This is an optimization exercise on Yosys and OpenROAD, whose aim is small area, a short achievable clock period and few clock cycles, not a production implementation.
Where RTL was checked, it was by simulation tests only, not by an equivalence proof against the original.

==> branch garnet: inputs <==
// sonpe
module sonpe (
    input  wire         clk,
    input  wire         rst,           
    input  wire         start,
    input  wire [255:0] seed,          
    input  wire [63:0]  index,
    input  wire [63:0]  list_size,
    output wire         ready,
    output reg          done,
    output reg  [1:0]   err,           
    output wire [63:0]  result
);
    localparam [1:0] S_IDLE = 2'd0, S_CHECK = 2'd1, S_CHECK2 = 2'd3, S_RUN = 2'd2;
    localparam [31:0] IV0 = 32'h6a09e667, IV1 = 32'hbb67ae85, IV2 = 32'h3c6ef372,
                      IV3 = 32'ha54ff53a, IV4 = 32'h510e527f, IV5 = 32'h9b05688c,
                      IV6 = 32'h1f83d9ab, IV7 = 32'h5be0cd19;
    localparam [31:0] CA = 32'hfc08884d, CE = 32'h98c7e2a2;
    reg  [1:0]   state;
    reg          rdy;
    reg  [5:0]   t;            
    reg  [6:0]   k;            
    reg  [31:0]  ring [0:7];   
    reg  [39:0]  widx;         
    reg  [40:0]  n;
    reg  [39:0]  f;            
    reg          bor;
    reg          gt;           
    reg  [23:0]  ihi, lhi;     
    reg  [63:0]  dv;           
    reg  [39:0]  rem;          
    reg  [7:0]   psel;         
    reg          sbit;         
    reg          ef_idx, ef_big;
    reg          d0, d1, d2, d3, d4, d6, d7, d13, d63, dseed, dsch;
    assign ready  = rdy;
    assign result = {24'd0, widx};
    wire [39:0]  pos = gt ? f : widx;
    wire [5:0]   tn = (state == S_CHECK) ? 6'd62 : t + 6'd1;
    reg  [31:0] kn;
    always @(*) begin
  ...
clock: 10.0 ns
lec_check: 0
cap_margin: 20
core_margin: 2
core_utilization: 40
setup_slack_margin: 5
slew_margin: 20
run.sh (not shown) runs the stock make flow with config.mk's settings and CLKGATE_MAP_FILE= SYNTH_SCRIPT=/design/flow/synth_recipe.tcl, a recipe that flattens the netlist after the stock synthesis.
==> inputs of branch ember, as changes to branch garnet <==
==> flow/design.v (replaced) <==
module sonpe_sha256 (
    input  wire         clk,
    input  wire [5:0]   t,
    input  wire [31:0]  kn,        
    input  wire         sched,     
    input  wire [31:0]  wsrc,      
    input  wire [31:0]  a1,        
    input  wire [31:0]  e1,        
    output wire [31:0]  w0,        
    output wire [255:0] st         
);
    localparam [255:0] IV = {
        32'h6a09e667, 32'hbb67ae85, 32'h3c6ef372, 32'ha54ff53a,
        32'h510e527f, 32'h9b05688c, 32'h1f83d9ab, 32'h5be0cd19
    };
    reg  [31:0] a, b, c, d, e, f, g, h;
    reg  [31:0] hkw;
    reg  [31:0] w [0:15];
    assign st = {a, b, c, d, e, f, g, h};
    assign w0 = w[14];
    wire        ld     = (t == 6'd0);
    wire [31:0] big_s0 = {a[1:0], a[31:2]} ^ {a[12:0], a[31:13]} ^ {a[21:0], a[31:22]};
    wire [31:0] big_s1 = {e[5:0], e[31:6]} ^ {e[10:0], e[31:11]} ^ {e[24:0], e[31:25]};
    wire [31:0] ch     = (e & f) ^ (~e & g);
    wire [31:0] maj    = (a & b) ^ (a & c) ^ (b & c);
    wire [31:0] t1     = hkw + big_s1 + ch;
    wire [31:0] a_n    = t1 + big_s0 + maj;
    wire [31:0] e_n    = d + t1;
    wire [31:0] sm_s0  = {w[1][6:0], w[1][31:7]} ^ {w[1][17:0], w[1][31:18]} ^ (w[1] >> 3);
    wire [31:0] sm_s1  = {w[14][16:0], w[14][31:17]} ^ {w[14][18:0], w[14][31:19]} ^ (w[14] >> 10);
    wire [31:0] w_next = sm_s1 + w[9] + sm_s0 + w[0];
    wire [31:0] h_nx   = ld ? IV[63:32] : g;    
    integer i;
    always @(posedge clk) begin
        for (i = 0; i < 15; i = i + 1)
            w[i] <= w[i+1];
        w[15] <= sched ? w_next : wsrc;
        hkw   <= h_nx + kn + w[15];
        if (ld) begin
            a <= a1;            b <= IV[255:224];
            c <= IV[223:192];   d <= IV[191:160];
            e <= e1;            f <= IV[127:96];
            g <= IV[95:64];     h <= IV[63:32];
        end else begin
            h <= g;
            g <= f;
            f <= e;
            e <= e_n;
            d <= c;
            c <= b;
            b <= a;
            a <= a_n;
        end
    end
endmodule
module sonpe (
    input  wire         clk,
    input  wire         rst,           
    input  wire         start,
    input  wire [255:0] seed,          
    input  wire [63:0]  index,
    input  wire [63:0]  list_size,
    output wire         ready,
    output reg          done,
    output reg  [1:0]   err,           
    output wire [63:0]  result
);
    localparam [1:0] S_IDLE = 2'd0, S_CHECK = 2'd1, S_RUN = 2'd2;
    localparam [31:0] IV0 = 32'h6a09e667, IV1 = 32'hbb67ae85, IV2 = 32'h3c6ef372,
                      IV3 = 32'ha54ff53a, IV4 = 32'h510e527f, IV5 = 32'h9b05688c,
                      IV6 = 32'h1f83d9ab, IV7 = 32'h5be0cd19;
    localparam [31:0] CA = 32'hfc08884d, CE = 32'h98c7e2a2;
    reg  [1:0]   state;
    reg  [5:0]   t;            
    reg  [6:0]   k;            
    reg  [31:0]  ring [0:7];   
    reg  [39:0]  widx;         
    reg  [40:0]  n;
    reg  [39:0]  f;            
    reg          bor;
    reg          gt;           
    reg  [23:0]  ihi, lhi;     
    reg  [63:0]  dv;           
    reg  [39:0]  rem;          
    assign ready  = (state == S_IDLE);
    assign result = {24'd0, widx};
    wire [39:0]  pos = gt ? f : widx;
    reg  [31:0] kn;
    always @(*) begin
        case (t)
            6'd0: kn = 32'h71374491;
            6'd1: kn = 32'hb5c0fbcf;
            6'd2: kn = 32'he9b5dba5;
            6'd3: kn = 32'h3956c25b;
            6'd4: kn = 32'h59f111f1;
            6'd5: kn = 32'h923f82a4;
            6'd6: kn = 32'hab1c5ed5;
            6'd7: kn = 32'hd807aa98;
            6'd8: kn = 32'h12835b01;
            6'd9: kn = 32'h243185be;
            6'd10: kn = 32'h550c7dc3;
            6'd11: kn = 32'h72be5d74;
            6'd12: kn = 32'h80deb1fe;
            6'd13: kn = 32'h9bdc06a7;
            6'd14: kn = 32'hc19bf174;
            6'd15: kn = 32'he49b69c1;
            6'd16: kn = 32'hefbe4786;
            6'd17: kn = 32'h0fc19dc6;
            6'd18: kn = 32'h240ca1cc;
            6'd19: kn = 32'h2de92c6f;
            6'd20: kn = 32'h4a7484aa;
            6'd21: kn = 32'h5cb0a9dc;
            6'd22: kn = 32'h76f988da;
            6'd23: kn = 32'h983e5152;
            6'd24: kn = 32'ha831c66d;
            6'd25: kn = 32'hb00327c8;
            6'd26: kn = 32'hbf597fc7;
            6'd27: kn = 32'hc6e00bf3;
            6'd28: kn = 32'hd5a79147;
            6'd29: kn = 32'h06ca6351;
            6'd30: kn = 32'h14292967;
            6'd31: kn = 32'h27b70a85;
            6'd32: kn = 32'h2e1b2138;
            6'd33: kn = 32'h4d2c6dfc;
            6'd34: kn = 32'h53380d13;
            6'd35: kn = 32'h650a7354;
            6'd36: kn = 32'h766a0abb;
            6'd37: kn = 32'h81c2c92e;
            6'd38: kn = 32'h92722c85;
            6'd39: kn = 32'ha2bfe8a1;
            6'd40: kn = 32'ha81a664b;
            6'd41: kn = 32'hc24b8b70;
            6'd42: kn = 32'hc76c51a3;
            6'd43: kn = 32'hd192e819;
            6'd44: kn = 32'hd6990624;
            6'd45: kn = 32'hf40e3585;
            6'd46: kn = 32'h106aa070;
            6'd47: kn = 32'h19a4c116;
            6'd48: kn = 32'h1e376c08;
            6'd49: kn = 32'h2748774c;
            6'd50: kn = 32'h34b0bcb5;
            6'd51: kn = 32'h391c0cb3;
            6'd52: kn = 32'h4ed8aa4a;
            6'd53: kn = 32'h5b9cca4f;
            6'd54: kn = 32'h682e6ff3;
            6'd55: kn = 32'h748f82ee;
            6'd56: kn = 32'h78a5636f;
            6'd57: kn = 32'h84c87814;
            6'd58: kn = 32'h8cc70208;
            6'd59: kn = 32'h90befffa;
            6'd60: kn = 32'ha4506ceb;
            6'd61: kn = 32'hbef9a3f7;
            6'd62: kn = 32'hc67178f2;
            6'd63: kn = 32'h428a2f98;
            default: kn = 32'h428a2f98;
        endcase
    end
    wire        seed_ph = (t >= 6'd62) || (t <= 6'd5);
    wire        sched   = (t >= 6'd14) && (t <= 6'd61);
    wire [6:0]  rs      = k - 7'd2;
    reg  [31:0] msg_p, msg_s;
    always @(*) begin
        msg_p = 32'd0;
        msg_s = 32'd0;
        if (seed_ph) begin
            msg_p = ring[0];
            msg_s = ring[0];
        end else if (t == 6'd6) begin
            msg_p = {1'b0, k, 8'h80, 16'h0000};
            msg_s = {1'b0, rs, pos[15:8], pos[23:16], pos[31:24]};
        end else if (t == 6'd7) begin
            msg_s = {pos[39:32], 8'h80, 16'h0000};
        end else if (t == 6'd13) begin
            msg_p = 32'h00000108;
            msg_s = 32'h00000128;
        end
    end
    wire [31:0]  w0_p, w0_s;
    wire [255:0] st_p, st_s;
    wire [31:0]  a1 = w0_p + CA;
    wire [31:0]  e1 = w0_p + CE;
    sonpe_sha256 u_piv (
        .clk(clk), .t(t), .kn(kn), .sched(sched), .wsrc(msg_p),
        .a1(a1), .e1(e1), .w0(w0_p), .st(st_p)
    );
    sonpe_sha256 u_src (
        .clk(clk), .t(t), .kn(kn), .sched(sched), .wsrc(msg_s),
        .a1(a1), .e1(e1), .w0(w0_s), .st(st_s)
    );
    wire [31:0] h0 = st_p[255:224] + IV0;
    wire [31:0] h1 = st_p[223:192] + IV1;
    wire [63:0] dig_le = {h1[7:0], h1[15:8], h1[23:16], h1[31:24],
                          h0[7:0], h0[15:8], h0[23:16], h0[31:24]};
    wire [39:0] rin   = (t == 6'd1) ? 40'd0 : rem;
    wire [40:0] rsh   = {rin, dv[63]};
    wire [41:0] rdif  = {1'b0, rsh} - {1'b0, n};
    reg  [31:0] sw, siv;
    always @(*) begin
        case (pos[7:5])
            3'd0: begin sw = st_s[255:224]; siv = IV0; end
            3'd1: begin sw = st_s[223:192]; siv = IV1; end
            3'd2: begin sw = st_s[191:160]; siv = IV2; end
            3'd3: begin sw = st_s[159:128]; siv = IV3; end
            3'd4: begin sw = st_s[127:96];  siv = IV4; end
            3'd5: begin sw = st_s[95:64];   siv = IV5; end
            3'd6: begin sw = st_s[63:32];   siv = IV6; end
            default: begin sw = st_s[31:0]; siv = IV7; end
        endcase
    end
    wire [31:0] ssum    = sw + siv;
    wire        src_bit = ssum[{~pos[4:3], pos[2:0]}];
    wire [40:0] fdif  = {1'b0, rem} - {1'b0, widx};
    wire [39:0] fadd  = f + n[39:0];
    wire        fgt   = f > widx;
    wire        e_idx = {ihi, widx} >= {lhi, n[39:0]};
    wire        e_big = (|lhi[23:1]) || (lhi[0] && (|n[39:0]));
    integer j;
    always @(posedge clk) begin
        t <= t + 6'd1;
        if (t == 6'd63)
            k <= k + 7'd1;
        for (j = 0; j < 8; j = j + 1)
            ring[j] <= ring[(j + 1) % 8];
        dv  <= (t == 6'd0) ? dig_le : {dv[62:0], 1'b0};
        rem <= rdif[41] ? rsh[39:0] : rdif[39:0];
        if (t == 6'd1)
            {bor, f} <= fdif;
        if (t == 6'd2 && bor)
            f <= fadd;
        if (t == 6'd3)
            gt <= fgt;
        if (rst) begin
            state <= S_IDLE;
            done  <= 1'b0;
        end else begin
            done <= 1'b0;
            case (state)
                S_IDLE: if (start) begin
                    for (j = 0; j < 8; j = j + 1)
                        ring[j] <= {seed[32*j +: 8], seed[32*j+8 +: 8],
                                    seed[32*j+16 +: 8], seed[32*j+24 +: 8]};
                    widx  <= index[39:0];
                    ihi   <= index[63:40];
                    n     <= list_size[40:0];
                    lhi   <= list_size[63:40];
                    t     <= 6'd62;
                    k     <= 7'h7f;
                    state <= S_CHECK;
                end
                S_CHECK: begin
                    if (e_idx || e_big) begin
                        err   <= e_idx ? 2'd1 : 2'd2;
                        widx  <= 40'd0;
                        done  <= 1'b1;
                        state <= S_IDLE;
                    end else begin
                        state <= S_RUN;
                    end
                end
                S_RUN: if (t == 6'd0) begin
                    if (k >= 7'd3 && src_bit)
                        widx <= f;
                    if (k == 7'd92) begin
                        err   <= 2'd0;
                        done  <= 1'b1;
                        state <= S_IDLE;
                    end
                end
                default: state <= S_IDLE;
            endcase
        end
    end
endmodule
Settings changed: SETUP_SLACK_MARGIN 5 to unset.
==> inputs of branch juniper, as changes to branch garnet <==
--- a/flow/design.v
+++ b/flow/design.v
@@ -31,27 +31,31 @@
         end
     endfunction
     wire [63:0] cs1    = csa(hkw, big_s1, ch);
     wire [63:0] cs2    = csa(cs1[31:0], cs1[63:32], big_s0);
     wire [63:0] cs3    = csa(cs2[31:0], cs2[63:32], maj);
     wire [63:0] cs4    = csa(cs1[31:0], cs1[63:32], d);
-    wire [31:0] a_n    = cs3[31:0] + cs3[63:32];
-    wire [31:0] e_n    = cs4[31:0] + cs4[63:32];
+    wire [31:0] a_n, e_n;
+    sonpe_add32 u_adda (.x(cs3[31:0]), .y(cs3[63:32]), .s(a_n));
+    sonpe_add32 u_adde (.x(cs4[31:0]), .y(cs4[63:32]), .s(e_n));
     wire [31:0] sm_s0  = {w[1][6:0], w[1][31:7]} ^ {w[1][17:0], w[1][31:18]} ^ (w[1] >> 3);
     wire [31:0] sm_s1  = {w[14][16:0], w[14][31:17]} ^ {w[14][18:0], w[14][31:19]} ^ (w[14] >> 10);
     wire [63:0] ws1    = csa(w[9], w[0], sm_s0);
     wire [63:0] ws2    = csa(ws1[31:0], ws1[63:32], sm_s1);
-    wire [31:0] w_next = ws2[31:0] + ws2[63:32];
+    wire [31:0] w_next;
+    sonpe_add32 u_addw (.x(ws2[31:0]), .y(ws2[63:32]), .s(w_next));
     wire [31:0] h_nx   = ld ? IV[63:32] : g;    
     wire [63:0] hk     = csa(h_nx, kn, w[15]);
+    wire [31:0] hkw_n;
+    sonpe_add32 u_addh (.x(hk[31:0]), .y(hk[63:32]), .s(hkw_n));
     integer i;
     always @(posedge clk) begin
         for (i = 0; i < 15; i = i + 1)
             w[i] <= w[i+1];
         w[15] <= sched ? w_next : wsrc;
-        hkw   <= hk[31:0] + hk[63:32];
+        hkw   <= hkw_n;
         if (ld) begin
             a <= a1;            b <= IV[255:224];
             c <= IV[223:192];   d <= IV[191:160];
             e <= e1;            f <= IV[127:96];
             g <= IV[95:64];     h <= IV[63:32];
         end else begin
@@ -63,12 +67,19 @@
             c <= b;
             b <= a;
             a <= a_n;
         end
     end
 endmodule
+module sonpe_add32 (
+    input  wire [31:0] x,
+    input  wire [31:0] y,
+    output wire [31:0] s
+);
+    assign s = x + y;
+endmodule
 module sonpe (
     input  wire         clk,
     input  wire         rst,           
     input  wire         start,
     input  wire [255:0] seed,          
     input  wire [63:0]  index,
@@ -95,13 +106,14 @@
     reg          gt;           
     reg  [23:0]  ihi, lhi;     
     reg  [63:0]  dv;           
     reg  [39:0]  rem;          
     reg  [7:0]   psel;         
     reg          sbit;         
-    reg          ef_idx, ef_big;
+    reg          ef_hgt, ef_heq, ef_lo, ef_big;
+    wire         ef_idx = ef_hgt || (ef_heq && !ef_lo);
     reg          d0, d1, d2, d3, d4, d6, d7, d13, d63, dseed, dsch;
     assign ready  = rdy;
     assign result = {24'd0, widx};
     wire [39:0]  pos = gt ? f : widx;
     wire [5:0]   tn = (state == S_CHECK) ? 6'd62 : t + 6'd1;
     reg  [31:0] kn;
@@ -223,17 +235,18 @@
             3'd6: begin sw = st_s[63:32];   siv = IV6; end
             default: begin sw = st_s[31:0]; siv = IV7; end
         endcase
     end
     wire [31:0] ssum    = sw + siv;
     wire        src_bit = ssum[{~psel[4:3], psel[2:0]}];
+    wire        chk   = (state == S_CHECK);
     wire [39:0] wsel  = sbit ? f : widx;
-    wire [40:0] fdif  = {1'b0, rem} - {1'b0, wsel};
-    wire [39:0] fadd  = f + n[39:0];
-    wire        fgt   = f > widx;
-    wire        e_idx = {ihi, widx} >= {lhi, n[39:0]};
+    wire [39:0] alu_a = chk ? n[39:0] : (d1 ? rem : f);
+    wire [39:0] alu_b = (d2 && !chk) ? (n[39:0] & {40{bor}})
+                                     : ~((d1 && sbit && !chk) ? f : widx);
+    wire [40:0] alu_s = {1'b0, alu_a} + {1'b0, alu_b} + {40'd0, d1 && !chk};
     wire        e_big = (|lhi[23:1]) || (lhi[0] && (|n[39:0]));
     integer j;
     always @(posedge clk) begin
         t     <= tn;
         d0    <= (tn == 6'd0);
         d1    <= (tn == 6'd1);
@@ -252,22 +265,24 @@
             k <= k + 7'd1;
         for (j = 0; j < 8; j = j + 1)
             ring[j] <= ring[(j + 1) % 8];
         dv  <= d0 ? dig_le : {dv[62:0], 1'b0};
         rem <= rdif[41] ? rsh[39:0] : rdif[39:0];
         if (d1)
-            {bor, f} <= fdif;
-        if (d2 && bor)
-            f <= fadd;
+            {bor, f} <= {~alu_s[40], alu_s[39:0]};
+        if (d2)
+            f <= alu_s[39:0];
         if (d3)
-            gt <= fgt;
+            gt <= alu_s[40];
         if (d4)
             psel <= pos[7:0];
         if (d0)
             sbit <= src_bit && (k >= 7'd3);
-        ef_idx <= e_idx;
+        ef_hgt <= ihi > lhi;
+        ef_heq <= ihi == lhi;
+        ef_lo  <= alu_s[40];
         ef_big <= e_big;
         if (state == S_IDLE) begin
             for (j = 0; j < 8; j = j + 1)
                 ring[(j + 1) % 8] <= {seed[32*j +: 8], seed[32*j+8 +: 8],
                                       seed[32*j+16 +: 8], seed[32*j+24 +: 8]};
             widx <= index[39:0];
==> flow/flow/run.sh (new file) <==
#!/bin/bash
set -euo pipefail
bash standard.sh SETUP_SLACK_MARGIN=6.5 > standard.log 2>&1
==> flow/standard.sh (new file) <==
#!/bin/bash
# synth_recipe.tcl (not shown) runs the flow's synth.tcl, then flattens the netlist and writes it again
# the make line also repeats each setting of config.mk as NAME=value (left out here)
make -C /OpenROAD-flow-scripts/flow DESIGN_CONFIG=/design/flow/config.mk WORK_HOME=/design/flow/orfs CLKGATE_MAP_FILE= SYNTH_SCRIPT=/design/flow/synth_recipe.tcl "${@:-finish}"
Settings changed: SYNTH_HIERARCHICAL set to 1.
removed: flow/run.sh
==> results.cfg <==
[drt]
detail_route.vias_per_cell = 5.489

[synth]
synth.cell_area_mm2 = 0.1040

[grt]
met2_usage_pct = 44.54
grt_util_met3_pct = 6.223

[placed_design]
gp_congestion = 0.9934
place.detailed.instances = 13410

[outcome]
run_status = timing/DRC/antenna clean

[cts]
post_cts.repair.setup_buffers = 384
-- figures above: branch juniper

==> results.cfg <==
[cts]
post_cts.repair.setup_buffers = 46

[placed_design]
gp_congestion = 0.9972
place.detailed.instances = 12950

[grt]
grt_util_met3_pct = 5.187

[min_path]
worst_hold_path_ep = u_piv.w[12][28]

[drt]
detail_route.vias_per_cell = 5.400

[outcome]
run_status = timing/DRC/antenna clean
-- figures above: branch garnet

==> results.cfg <==
[cts]
post_cts.repair.setup_buffers = 0

[placed_design]
place.detailed.instances = 14230

[outcome]
run_status = timing/DRC/antenna clean

[synth]
synth.cell_area_mm2 = 0.1019

[grt]
met2_usage_pct = 45.02

[drt]
detail_route.vias_per_cell = 5.295
-- figures above: branch ember

Testbench counts of branch garnet, summed over its fixed seeds: cycles 141,460.
Only the layout flow was run in branch ember and branch juniper; the RTL was not checked for function there.

## re-timing with driven ports
The results above use ideal ports. As a check the final layouts listed here were re-extracted and re-timed, cells and wires unchanged.
Step 1: set_driving_cell puts a clkbuf_16 on clk and a buf_2 on each other input, an assumption about the parent block.
Step 2 times the ports against the registers' clock, not the clock port: input delays grow and output delays shrink by t, the midpoint of the rising clock arrivals with the driver on.
a / b / c = ideal ports / drivers / drivers and shift; a / b = the first two.
run	t, ns	setup slack, ns	latest minus earliest clock arrival (ns)	worst register clock-pin slew, ns	pins driven straight from the clock port
branch garnet	0.984	4.761 / 4.761 / 4.761	0.107 / 0.107	0.07 / 0.07	1
branch ember	0.980	2.397 / 2.397 / 2.397	0.134 / 0.134	0.07 / 0.07	1
branch juniper	0.997	5.495 / 5.495 / 5.495	0.086 / 0.086	0.07 / 0.07	1
After both steps every run listed still meets setup and hold.
